This design comes from an exercise in tuning for small area on the open sky130 flow, not from production work.
In this exercise RTL edits were held to simulation tests only and were not proved equivalent to the original.
Power figures rest on the tool's default switching activity, not on a simulated workload.

## JK
// murx_core
module murx_core (
    input  wire         clk,
    input  wire         rst,           
    input  wire [16:0]  code_len,      
    output wire [15:0]  code_addr,
    input  wire [31:0]  code_rdata,
    output wire [15:0]  dmem_addr,
    output wire         dmem_we,
    output wire [15:0]  dmem_wdata,
    input  wire [15:0]  dmem_rdata,
    output wire [9:0]   fs_addr,
    output wire         fs_we,
    output wire [272:0] fs_wdata,
    input  wire [272:0] fs_rdata,
    input  wire [3:0]   dbg_raddr,
    output wire [15:0]  dbg_rdata,
    output wire [1:0]   status,        
    output wire [2:0]   err_code,
    output wire [15:0]  err_info,
    output wire [16:0]  pc,
    output wire         carry,
    output wire [1:0]   cmp,           
    output wire [9:0]   depth
);
    localparam [1:0] CMP_NONE = 2'd0, CMP_LT = 2'd1, CMP_EQ = 2'd2, CMP_GT = 2'd3;
    localparam [2:0] E_DIV0 = 3'd1, E_UNKNOWN = 3'd2, E_OVERFLOW = 3'd3,
                     E_UNDERFLOW = 3'd4, E_BOUNDS = 3'd5, E_SHIFT = 3'd6,
                     E_UNSPEC = 3'd7;
    localparam [4:0] S_INIT = 5'd0, S_F0 = 5'd1, S_F1 = 5'd2, S_COL = 5'd3,
                     S_MEM = 5'd4, S_P1 = 5'd5, S_P2 = 5'd6, S_CMP = 5'd7,
                     S_WR = 5'd8, S_ADV = 5'd9, S_CW = 5'd10, S_C2 = 5'd11,
                     S_R1 = 5'd12, S_R2 = 5'd13, S_R3 = 5'd14,
                     S_R4 = 5'd16, S_MEMW = 5'd17, S_WB = 5'd18, S_F2 = 5'd19, S_R5 = 5'd20, S_P3 = 5'd21;
    localparam [1:0] S_DONE_HI = 2'b11;
    reg [4:0]  state;
    reg [3:0]  rot;           
    reg        stale;         
    reg [16:0] pc_q;
    reg        carry_q;
    reg [1:0]  cmp_q;
    reg [9:0]  depth_q;
    reg [15:0] A, ACC;
    reg [4:0]  cnt;
    reg        dneg;
    reg [1:0]  trc;           
    reg        bneg;          
    reg [5:0]  b0q;           
    reg [3:0]  raq, rbq;      
    wire fresh = ~stale;
    wire sINIT = (state == S_INIT);
    wire sF0   = (state == S_F0);
    wire sF1   = (state == S_F1);
    wire sF2   = (state == S_F2);
    wire sCOL  = (state == S_COL);      
    wire sWB   = (state == S_WB);       
    wire sWR   = (state == S_WR);
    wire sMEM  = (state == S_MEM);
    wire sMEMW = (state == S_MEMW);
    wire sP1   = (state == S_P1);
    wire sP2   = (state == S_P2);
  ...
Size in the first run: ~1100 cells after synthesis, ~95 flip-flops, roughly 740 I/O pins, roughly 0.0091 mm2 of cells after synthesis.
clock: 10.0 ns
lec_check: 0
cap_margin: 0
core_area: 10 10 270 270
cts_buf_list: sky130_fd_sc_hd__clkbuf_8 sky130_fd_sc_hd__clkbuf_16
cts_cluster_diameter: 60
cts_cluster_size: 12
die_area: 0 0 280 280
place_density: 0.9
setup_slack_margin: 0.2
slew_margin: 0
standard.sh (not shown) runs the stock make flow with config.mk's settings and CLKGATE_MAP_FILE= SYNTH_SCRIPT=/design/flow/synth_recipe.tcl, a recipe that flattens the netlist after the stock synthesis.
==> flow/flow/run.sh <==
#!/bin/bash
# Layout flow: the standard flow (standard.sh) with three changes to how the
# layout is made:
#  - synthesis maps with an area-oriented ABC script (abc_area_min.script)
#    instead of ORFS's delay-oriented one; everything else in synthesis,
#    including the registers, is the standard synthesis;
#  - port buffers are the smallest buffer cell, buf_1, instead of the cell
#    buffer_ports picks by default;
#  - synthesis does not put its own buffer on wires that run straight from an
#    input port to an output port (SYNTH_INSBUF=0): buffer_ports still gives
#    each of those ports its own buffer.
# Each tool's output goes to a log file in this folder.
set -euo pipefail
here=$(pwd)
rm -rf "$here/scripts_mod"
cp -r "$FLOW_HOME/scripts" "$here/scripts_mod"
cp "$here/flow/abc_area_min.script" "$here/scripts_mod/abc_speed.script"
bash standard.sh SCRIPTS_DIR="$here/scripts_mod" SYNTH_INSBUF=0 \
  BUFFER_PORTS_ARGS="-buffer_cell sky130_fd_sc_hd__buf_1" finish > "$here/flow_make.log" 2>&1
==> flow/flow/abc_area_min.script <==
&get -n
&st
&syn2
&dch -f
&nf -a -R 1000
&put
Changes in MS relative to JK:
--- a/flow/config.mk
+++ b/flow/config.mk
@@ -10,3 +10,3 @@
-export CTS_BUF_LIST = sky130_fd_sc_hd__clkbuf_8 sky130_fd_sc_hd__clkbuf_16
-export CTS_CLUSTER_DIAMETER = 60
-export CTS_CLUSTER_SIZE = 12
+export CTS_BUF_LIST = sky130_fd_sc_hd__clkbuf_8
+export CTS_CLUSTER_DIAMETER = 40
+export CTS_CLUSTER_SIZE = 8
==> comparison <==
Relative to JK, the setup slack of MS is lower by 0.016 ns.
MS ended up with state[2] as its first element of the critical path; JK ended up with dbg_raddr[1].
Cmp MS vs JK: portion of the clock cycle consumed by the worst path in the final layout higher in MS
Higher area of all placed cells without fillers goes to JK over MS.
Time the final worst path needs with I/O delays and setup is lower on JK
Per the comparison of MS with JK, post-layout total power -0.097 mW, combinational cell power shows no meaningful change, required time at the worst-slack endpoint saw an increase, cell-internal power has decreased, part of the total power dissipated in combinational logic +1.0 points.
MS vs. JK: share of the final layout cell area in sequential cells has remained practically unchanged; synthesized-area fraction occupied by and/or/nand/nor cells barely changed.

==> what the ideal ports hide <==
How much do the figures lean on ideal ports? The routed layouts below were timed once more, with nothing changed but the port constraints.
Step 1 sets driving cells, clkbuf_16 on the clock port and buf_2 on the other inputs (assumed; they add their load-dependent delay and slew).
Step 2 also shifts input and output timing later by t, the mid clock arrival at the registers, as if the neighbouring blocks saw the same clock.
a / b / c = ideal / step 1 / step 2; a / b = the first two.
run | t (ns) | setup slack, ns | worst hold slack (ns) | worst data-port slew with drivers (ns) | pins driven straight from the clock port
JK | 0.428 | 0.776 / 0.793 / 0.365 | 0.622 / 0.622 / 0.622 | 0.19 | 1
MS | 0.474 | 0.760 / 0.759 / 0.342 | 0.622 / 0.622 / 0.622 | 0.18 | 1
After both steps every run listed still meets setup and hold. The setup slack of MS, which loses most, moves by -0.001 ns with the drivers and by -0.418 ns with both steps.
